What follows belongs to an exercise in optimizing a design on an open flow for small area; a production flow would make more cautious choices. In this exercise RTL edits were held to simulation tests only and were not proved equivalent to the original.

==> trial 41 <==
==> flow/design.v <==
module split_enc #(
    parameter CW  = 10,    
    parameter POS = 6,     
    parameter W   = 1,     
    parameter FB  = 8      
) (
    input  wire [CW-1:0]      c,
    output wire [POS+W-1:0]   v
);
    wire [CW-FB+1:0] major0 = {2'b00, c[CW-1:FB]};    
    wire             carry  = |c[FB-1:POS];
    wire [W-1:0]     major1;
    wire             over;
    generate
        if (W == 1) begin : g_w1
            assign major1 = major0[0] ^ carry;
            assign over   = (|major0[CW-FB+1:1]) | (major0[0] & carry);
        end else begin : g_w2
            assign major1 = {major0[1] ^ (major0[0] & carry), major0[0] ^ carry};
            assign over   = (|major0[CW-FB+1:2]) | (major0[1] & major0[0] & carry);
        end
    endgenerate
    assign v = over ? {(POS+W){1'b1}} : {major1, c[POS-1:0] & {POS{~carry}}};
endmodule
module nand_timing_unit (
    input  wire        clk,
    input  wire        rst,
    input  wire        wr_en,
    input  wire [4:0]  wr_addr,
    input  wire [31:0] wr_data,
    input  wire        start,
    input  wire [1:0]  op,
    input  wire        bus16,
    input  wire [31:0] mck_hz,
    output wire        ready,
    output wire        done,
    output reg  [7:0]  answer,
    output wire        unsupported,
    output wire [31:0] result,
    output wire [31:0] setup_reg,
    output wire [31:0] pulse_reg,
    output wire [31:0] cycle_reg,
    output wire [31:0] timings_reg,
    output wire [31:0] mode_reg
);
    localparam OP_NTC = 2'd0;
    localparam OP_PER = 2'd1;
    localparam OP_CYC = 2'd2;
    localparam [31:0] PS_LO = 32'hD4A5_1000;
    localparam [31:0] PS_HI = 32'd232;
    reg  [4:0]  ph;         
    reg         busy;
    reg  [3:0]  j;          
    reg  [1:0]  op_r;
    reg         bus16_r;
    wire ph0  = (ph == 5'd0);
    wire [4:0] ph_inc;
    wire [3:0] j_inc;
    inc #(.W(5)) u_ph_inc (.a(ph), .ci(1'b1), .s(ph_inc));
    inc #(.W(4)) u_j_inc  (.a(j),  .ci(1'b1), .s(j_inc));
    wire ph31 = (ph == 5'd31);
    wire per  = (op_r == OP_PER);
    wire ntc  = (op_r == OP_NTC);
    wire cyc  = (op_r == OP_CYC);
    assign ready = ~busy & ph31;
    wire   wr    = wr_en & ready;
    wire   go    = start & ready;
    reg [31:0] w [0:22];
    reg [31:0] B;           
    reg        b_v;
    reg [4:0]  b_a;
    always @(posedge clk) begin
        if (!busy || j == 4'd0)
            B <= ready ? (wr_en ? wr_data : mck_hz) : {B[30:0], w[0][31]};
        if (rst)
            b_v <= 1'b0;
        else if (ph31)
            b_v <= wr;
        if (ph31)
            b_a <= wr_addr;
    end
    genvar g;
    generate
        for (g = 0; g <= 22; g = g + 1) begin : g_w
            always @(posedge clk)
                w[g] <= {w[g][30:0], (b_v && b_a == g) ? B[31] : w[g][31]};
        end
    endgenerate
    reg [4:0] s;
    always @(*) begin
        s = 5'd0;
        case (op_r)
            OP_PER: s[0] = PS_LO[~ph];
            OP_CYC: s[0] = w[22][31];
            default: begin
                case (j)
                    4'd1:  s[0] = w[1][31];
                    4'd2:  s[3:0] = {w[5][31], w[4][31], w[3][31], w[2][31]};
                    4'd3:  s = {w[10][31], w[9][31], w[8][31], w[7][31], w[6][31]};
                    4'd4:  s[0] = w[11][31];
                    4'd5:  s[1:0] = {w[13][31], w[12][31]};
                    4'd6:  s[0] = w[14][31];
                    4'd7:  s[0] = w[15][31];
                    4'd8:  s[0] = w[17][31];
                    4'd9:  s[0] = w[18][31];
                    4'd10: s[0] = w[19][31];
                    4'd11: s[0] = w[20][31];
                    4'd12: s[0] = w[21][31];
                    default: s[0] = w[16][31];
                endcase
            end
        endcase
    end
    reg  [4:0] alive;
    wire       m = |(alive & s);
    always @(posedge clk)
        alive <= ph31 ? 5'b11111 : (alive & (s | {5{~m}}));
    reg  [31:0] R;          
    reg  [31:0] Q;          
    wire [31:0] r_in = ph0 ? (per ? PS_HI : 32'd0) : R;
    wire [32:0] rs   = {r_in, m};
    wire [32:0] df;
    wire        ge;         
    add #(.W(33)) u_sub (.a(rs), .b(~{1'b0, B}), .ci(1'b1), .s(df), .co(ge));
    always @(posedge clk) begin
        R <= ge ? df[31:0] : rs[31:0];
        Q <= {Q[30:0], ge};
    end
    function lt_c11(input [10:0] c, input [10:0] x);
        integer n;
        begin
            lt_c11 = 1'b0;
            for (n = 0; n < 11; n = n + 1)
                lt_c11 = x[n] ? (~c[n] | lt_c11) : (~c[n] & lt_c11);
        end
    endfunction
    reg  [9:0]  dq;         
    wire [10:0] dq2;
    dec #(.W(11)) u_dq (.a(ph0 ? {10'd0, ge} : {dq, ge}), .bi(Q[31]), .s(dq2));
    wire        dq_lo = dq2[10] & ~(&dq2[9:1]);                   
    wire        dq_hi = ~dq2[10] & lt_c11(11'd300, dq2);           
    always @(posedge clk)
        dq <= dq_lo ? 10'h3fe : (dq_hi ? 10'd300 : dq2[9:0]);
    wire        rem  = |R;
    reg         rem0;                    
    wire [31:0] cq;
    inc #(.W(32)) u_cq (.a(Q), .ci(rem & ~per), .s(cq));
    wire [9:0]  c10  = ((|Q[31:10]) | (&Q[9:0])) ? 10'd1023 : cq[9:0];
    wire [10:0] dd;
    wire [10:0] dd1;
    inc #(.W(11)) u_dd1 (.a({dq[9], dq}), .ci(rem & ~rem0), .s(dd1));
    dec #(.W(11)) u_dd  (.a(dd1), .bi(rem0 & ~rem), .s(dd));
    wire        pos  = ~dd[10] & (|dd[9:0]);
    wire [7:0]  ws8  = pos ? ((|dd[9:8]) ? 8'd255 : dd[7:0]) : 8'd0;
    reg  [9:0]  A;          
    wire [9:0]  a_nc;
    wire        c_gt;       
    add #(.W(10)) u_cmp (.a(A), .b(~c10), .ci(1'b1), .s(a_nc), .co(c_gt_n));
    wire        c_gt_n;
    assign      c_gt = ~c_gt_n;
    wire [9:0]  mx   = c_gt ? c10 : A;
    wire [9:0]  asum;
    wire        a_co;
    add #(.W(10)) u_sum (.a(A), .b(c10), .ci(1'b0), .s(asum), .co(a_co));
    wire [9:0]  anew = a_co ? 10'd1023 : asum;
    wire [9:0]  V    = (j == 4'd5 || j == 4'd14) ? mx : c10;
    wire [5:0] e_s;
    wire [8:0] e_c;
    split_enc #(.CW(8),  .POS(5), .W(1), .FB(7)) u_enc_s (.c(ws8), .v(e_s));
    split_enc #(.CW(10), .POS(7), .W(2), .FB(8)) u_enc_c (.c(V),   .v(e_c));
    function [6:0] c2p(input [8:0] c);
        c2p = (c[8] || (c[7] && c[6])) ? 7'h7f : (c[6] ? 7'h40 : {c[7], c[5:0]});
    endfunction
    function [3:0] c2m(input [8:0] c);
        c2m = (c[8:7] != 2'd0 || (c[6] && c[5:3] != 3'd0)) ? 4'hf :
              ((c[5:3] != 3'd0) ? 4'h8 : {c[6], c[2:0]});
    endfunction
    wire [6:0] e_p = c2p(e_c);
    wire [3:0] e_m = c2m(e_c);
    reg [5:0] f_s;
    reg [6:0] f_p0, f_p2;
    reg [8:0] f_c0;
    reg [3:0] f_m0, f_m1, f_m2, f_m3, f_m4;
    reg [3:0] tdf;
    wire post = busy & ph0 & ntc;
    always @(posedge clk) begin
        if (ph0)
            rem0 <= rem;
        if (post) begin
            case (j)
                4'd2: begin f_p0 <= e_p; A <= c10; end
                4'd3: begin f_s  <= e_s; A <= mx; end
                4'd4: begin A <= anew; end
                4'd5: begin f_c0 <= e_c; end
                4'd6: begin A <= c10; end
                4'd7: begin tdf <= pos ? ((|dd[9:4]) ? 4'd15 : dd[3:0]) : 4'd1; end
                4'd8: begin f_p2 <= e_p; A <= anew; end
                4'd9:  f_m0 <= e_m;
                4'd10: f_m1 <= e_m;
                4'd11: f_m2 <= e_m;
                4'd12: f_m3 <= e_m;
                4'd13: f_m4 <= e_m;
                default: ;
            endcase
        end
    end
    wire last = ntc ? (j == 4'd14) : (j == 4'd2);
    assign done = busy & ph0 & last;
    always @(posedge clk) begin
        if (rst) begin
            ph   <= 5'd0;
            busy <= 1'b0;
        end else begin
            ph <= ph_inc;
            if (go) begin
                busy    <= 1'b1;
                j       <= (op == OP_PER) ? 4'd1 : 4'd0;
                op_r    <= op;
                bus16_r <= bus16;
            end else if (busy) begin
                if (ph31)
                    j <= j_inc;
                if (done)
                    busy <= 1'b0;
            end
        end
    end
    wire b_zero = (B == 32'd0);
    function lt_c32(input [31:0] x, input [31:0] c);
        integer n;
        begin
            lt_c32 = 1'b0;
            for (n = 0; n < 32; n = n + 1)
                lt_c32 = c[n] ? (~x[n] | lt_c32) : (~x[n] & lt_c32);
        end
    endfunction
    always @(*) begin
        case (op_r)
            OP_PER:  answer = b_zero ? 8'h13 : (lt_c32(B, 32'd233) ? 8'h14 : 8'h00);
            2'd3:    answer = 8'h12;
            default: answer = b_zero ? 8'h15 : 8'h00;
        endcase
    end
    assign unsupported = lt_c32(w[16], 32'd30000);
    assign result      = cq;
    assign setup_reg   = {26'd0, f_s};
    assign pulse_reg   = {1'b0, e_p, 1'b0, f_p2, 1'b0, c2p(f_c0), 1'b0, f_p0};
    assign cycle_reg   = {7'd0, e_c, 7'd0, f_c0};
    assign timings_reg = {1'b1, 3'd0, f_m4, 4'd0, f_m3, 4'd0, f_m2, f_m1, f_m0};
    assign mode_reg    = {11'd0, 1'b1, tdf, 2'd0, 1'b0, bus16_r, 10'd0, 2'b11};
endmodule
module add #(parameter W = 8) (
    input  wire [W-1:0] a,
    input  wire [W-1:0] b,
    input  wire         ci,
    output wire [W-1:0] s,
    output wire         co
);
    wire [W:0] c;
    assign c[0] = ci;
    genvar i;
    generate
        for (i = 0; i < W; i = i + 1) begin : g
            assign s[i]   = a[i] ^ b[i] ^ c[i];
            assign c[i+1] = (a[i] & b[i]) | (c[i] & (a[i] ^ b[i]));
        end
    endgenerate
    assign co = c[W];
endmodule
module inc #(parameter W = 8) (
    input  wire [W-1:0] a,
    input  wire         ci,
    output wire [W-1:0] s
);
    wire [W:0] c;
    assign c[0] = ci;
    genvar i;
    generate
        for (i = 0; i < W; i = i + 1) begin : g
            assign s[i]   = a[i] ^ c[i];
            assign c[i+1] = a[i] & c[i];
        end
    endgenerate
endmodule
module dec #(parameter W = 8) (
    input  wire [W-1:0] a,
    input  wire         bi,
    output wire [W-1:0] s
);
    wire [W:0] b;
    assign b[0] = bi;
    genvar i;
    generate
        for (i = 0; i < W; i = i + 1) begin : g
            assign s[i]   = a[i] ^ b[i];
            assign b[i+1] = ~a[i] & b[i];
        end
    endgenerate
endmodule
==> flow/flow/run.sh <==
#!/bin/bash
# Layout flow: the standard ORFS flow (standard.sh) with two changes:
#  - the port buffers are the smallest buffer cell, sky130_fd_sc_hd__buf_1;
#  - the clock tree clusters up to 18 flip-flops within 60 um on each leaf
#    buffer, builds the tree of sky130_fd_sc_hd__clkbuf_8 only, and inserts
#    no dummy loads.
# standard.sh's output goes to standard.log here; ORFS keeps each step's full
# log under orfs/logs.
set -euo pipefail
cd "$(dirname "$0")/.."
export BUFFER_PORTS_ARGS="-buffer_cell sky130_fd_sc_hd__buf_1"
export CTS_ARGS="-sink_clustering_enable -repair_clock_nets -dont_use_dummy_load -sink_clustering_size 18 -sink_clustering_max_diameter 60 -buf_list sky130_fd_sc_hd__clkbuf_8"
bash standard.sh > standard.log 2>&1
==> flow/standard.sh <==
#!/bin/bash
# synth_recipe.tcl (not shown) runs the flow's synth.tcl, then flattens the netlist and writes it again
# the make line also repeats each setting of config.mk as NAME=value (left out here)
make -C /OpenROAD-flow-scripts/flow DESIGN_CONFIG=/design/flow/config.mk WORK_HOME=/design/flow/orfs CLKGATE_MAP_FILE= SYNTH_SCRIPT=/design/flow/synth_recipe.tcl "${@:-finish}"
==> flow/config.mk <==
export PLATFORM = sky130hd
export DESIGN_NAME = nand_timing_unit
export DESIGN_NICKNAME = nand_timing_unit
export VERILOG_FILES = /design/flow/design.v
export SDC_FILE = /design/flow/constraint.sdc
export NUM_CORES = 4
export LEC_CHECK = 0
export CAP_MARGIN = 20
export CORE_MARGIN = 2
export CORE_UTILIZATION = 55
export PLACE_DENSITY = 0.7
export SLEW_MARGIN = 20
==> flow/constraint.sdc <==
create_clock -name core_clock -period 12.0 [get_ports {clk}]
set_input_delay 2.4000 -clock core_clock [delete_from_list [all_inputs] [get_ports {clk}]]
set_output_delay 2.4000 -clock core_clock [all_outputs]
set_load 0.01 [all_outputs]
==> build 51 (differences from trial 41) <==
--- a/flow/design.v
+++ b/flow/design.v
@@ -123,3 +123,8 @@
     wire        ge;         
-    add #(.W(33)) u_sub (.a(rs), .b(~{1'b0, B}), .ci(1'b1), .s(df), .co(ge));
+    wire [20:0] d_lo;
+    wire        c_lo;
+    add #(.W(21)) u_sub_lo (.a(rs[20:0]), .b(~B[20:0]), .ci(1'b1), .s(d_lo), .co(c_lo));
+    wire [12:0] d_hi = {1'b0, rs[32:21]} + {1'b0, ~{1'b0, B[31:21]}} + {12'd0, c_lo};
+    assign df = {d_hi[11:0], d_lo};
+    assign ge = d_hi[12];
     always @(posedge clk) begin
@@ -128,19 +133,17 @@
     end
-    function lt_c11(input [10:0] c, input [10:0] x);
-        integer n;
-        begin
-            lt_c11 = 1'b0;
-            for (n = 0; n < 11; n = n + 1)
-                lt_c11 = x[n] ? (~c[n] | lt_c11) : (~c[n] & lt_c11);
-        end
-    endfunction
+    reg         rem0;       
     reg  [9:0]  dq;         
-    wire [10:0] dq2;
-    dec #(.W(11)) u_dq (.a(ph0 ? {10'd0, ge} : {dq, ge}), .bi(Q[31]), .s(dq2));
-    wire        dq_lo = dq2[10] & ~(&dq2[9:1]);                   
-    wire        dq_hi = ~dq2[10] & lt_c11(11'd300, dq2);           
-    always @(posedge clk)
-        dq <= dq_lo ? 10'h3fe : (dq_hi ? 10'd300 : dq2[9:0]);
+    reg         dq_hi, dq_lo;
+    wire [9:0]  dq_in = ph0 ? 10'd0 : dq;
+    wire [9:0]  dq_m1;
+    dec #(.W(10)) u_dq (.a(dq_in), .bi(1'b1), .s(dq_m1));
+    wire        dq_e  = ph31 & rem0;
+    wire        dq_dn = ge ? (Q[31] & dq_e) : (Q[31] | dq_e);
+    wire        dq_b0 = ge ^ Q[31] ^ dq_e;
+    always @(posedge clk) begin
+        dq    <= dq_dn ? {dq_m1[8:0], dq_b0} : {dq_in[8:0], dq_b0};
+        dq_hi <= ~ph0 & (dq_hi | (~dq_lo & ~dq_in[9] & dq_in[8]));
+        dq_lo <= ~ph0 & (dq_lo | (~dq_hi & dq_in[9] & ~(&dq_in[8:0])));
+    end
     wire        rem  = |R;
-    reg         rem0;                    
     wire [31:0] cq;
@@ -149,7 +152,6 @@
     wire [10:0] dd;
-    wire [10:0] dd1;
-    inc #(.W(11)) u_dd1 (.a({dq[9], dq}), .ci(rem & ~rem0), .s(dd1));
-    dec #(.W(11)) u_dd  (.a(dd1), .bi(rem0 & ~rem), .s(dd));
-    wire        pos  = ~dd[10] & (|dd[9:0]);
-    wire [7:0]  ws8  = pos ? ((|dd[9:8]) ? 8'd255 : dd[7:0]) : 8'd0;
+    inc #(.W(11)) u_dd (.a({dq[9], dq}), .ci(rem), .s(dd));
+    wire        big  = ~dq_lo & (dq_hi | (~dd[10] & (|dd[9:8])));    
+    wire        pos  = ~dq_lo & (big | (~dd[10] & (|dd[9:0])));      
+    wire [7:0]  ws8  = pos ? (big ? 8'd255 : dd[7:0]) : 8'd0;
     reg  [9:0]  A;          
@@ -195,3 +197,3 @@
                 4'd6: begin A <= c10; end
-                4'd7: begin tdf <= pos ? ((|dd[9:4]) ? 4'd15 : dd[3:0]) : 4'd1; end
+                4'd7: begin tdf <= pos ? ((big | (|dd[7:4])) ? 4'd15 : dd[3:0]) : 4'd1; end
                 4'd8: begin f_p2 <= e_p; A <= anew; end
==> notes <==
Maximum frequency: trial 41 is lower than build 51 (23%).
Of build 51 and trial 41, build 51 has the higher via count (gap 0.60%, measured against trial 41).
First-iteration DRC count: build 51 is higher than trial 41 (19%).
Trial 41 completed, yet does not pass: setup timing. Build 51 finished with timing, DRC and antenna clean.
Final cell count: build 51 is higher than trial 41 (0.25%).
In build 51 the core utilization is lower than in trial 41, by 1.2 points.

afterwards: timing with drivers on the ports:
Ports are ideal in the flow. The routed layouts listed here were re-timed in OpenROAD.
Step 1 (the two cells are an assumption about what drives the block):
set clk [get_ports {clk}]
set_driving_cell -lib_cell sky130_fd_sc_hd__clkbuf_16 $clk
set_driving_cell -lib_cell sky130_fd_sc_hd__buf_2 [delete_from_list [all_inputs] $clk]
Step 2 adds t to the input delays and takes it off the output delays; t is the mean of the earliest and latest rising clock arrival at the registers after step 1. Input paths then give back, and output paths get back, about the clock's delay inside the block.
Slacks: ideal ports / drivers / drivers and shift; pairs: ideal ports / drivers.
run | shift t [ns] | setup slack, ns | latest minus earliest clock arrival (ns)
trial 41 | 0.688 | -3.075 / -3.075 / -3.075 | 0.075 / 0.075
build 51 | 0.689 | 0.451 / 0.451 / 0.451 | 0.061 / 0.061
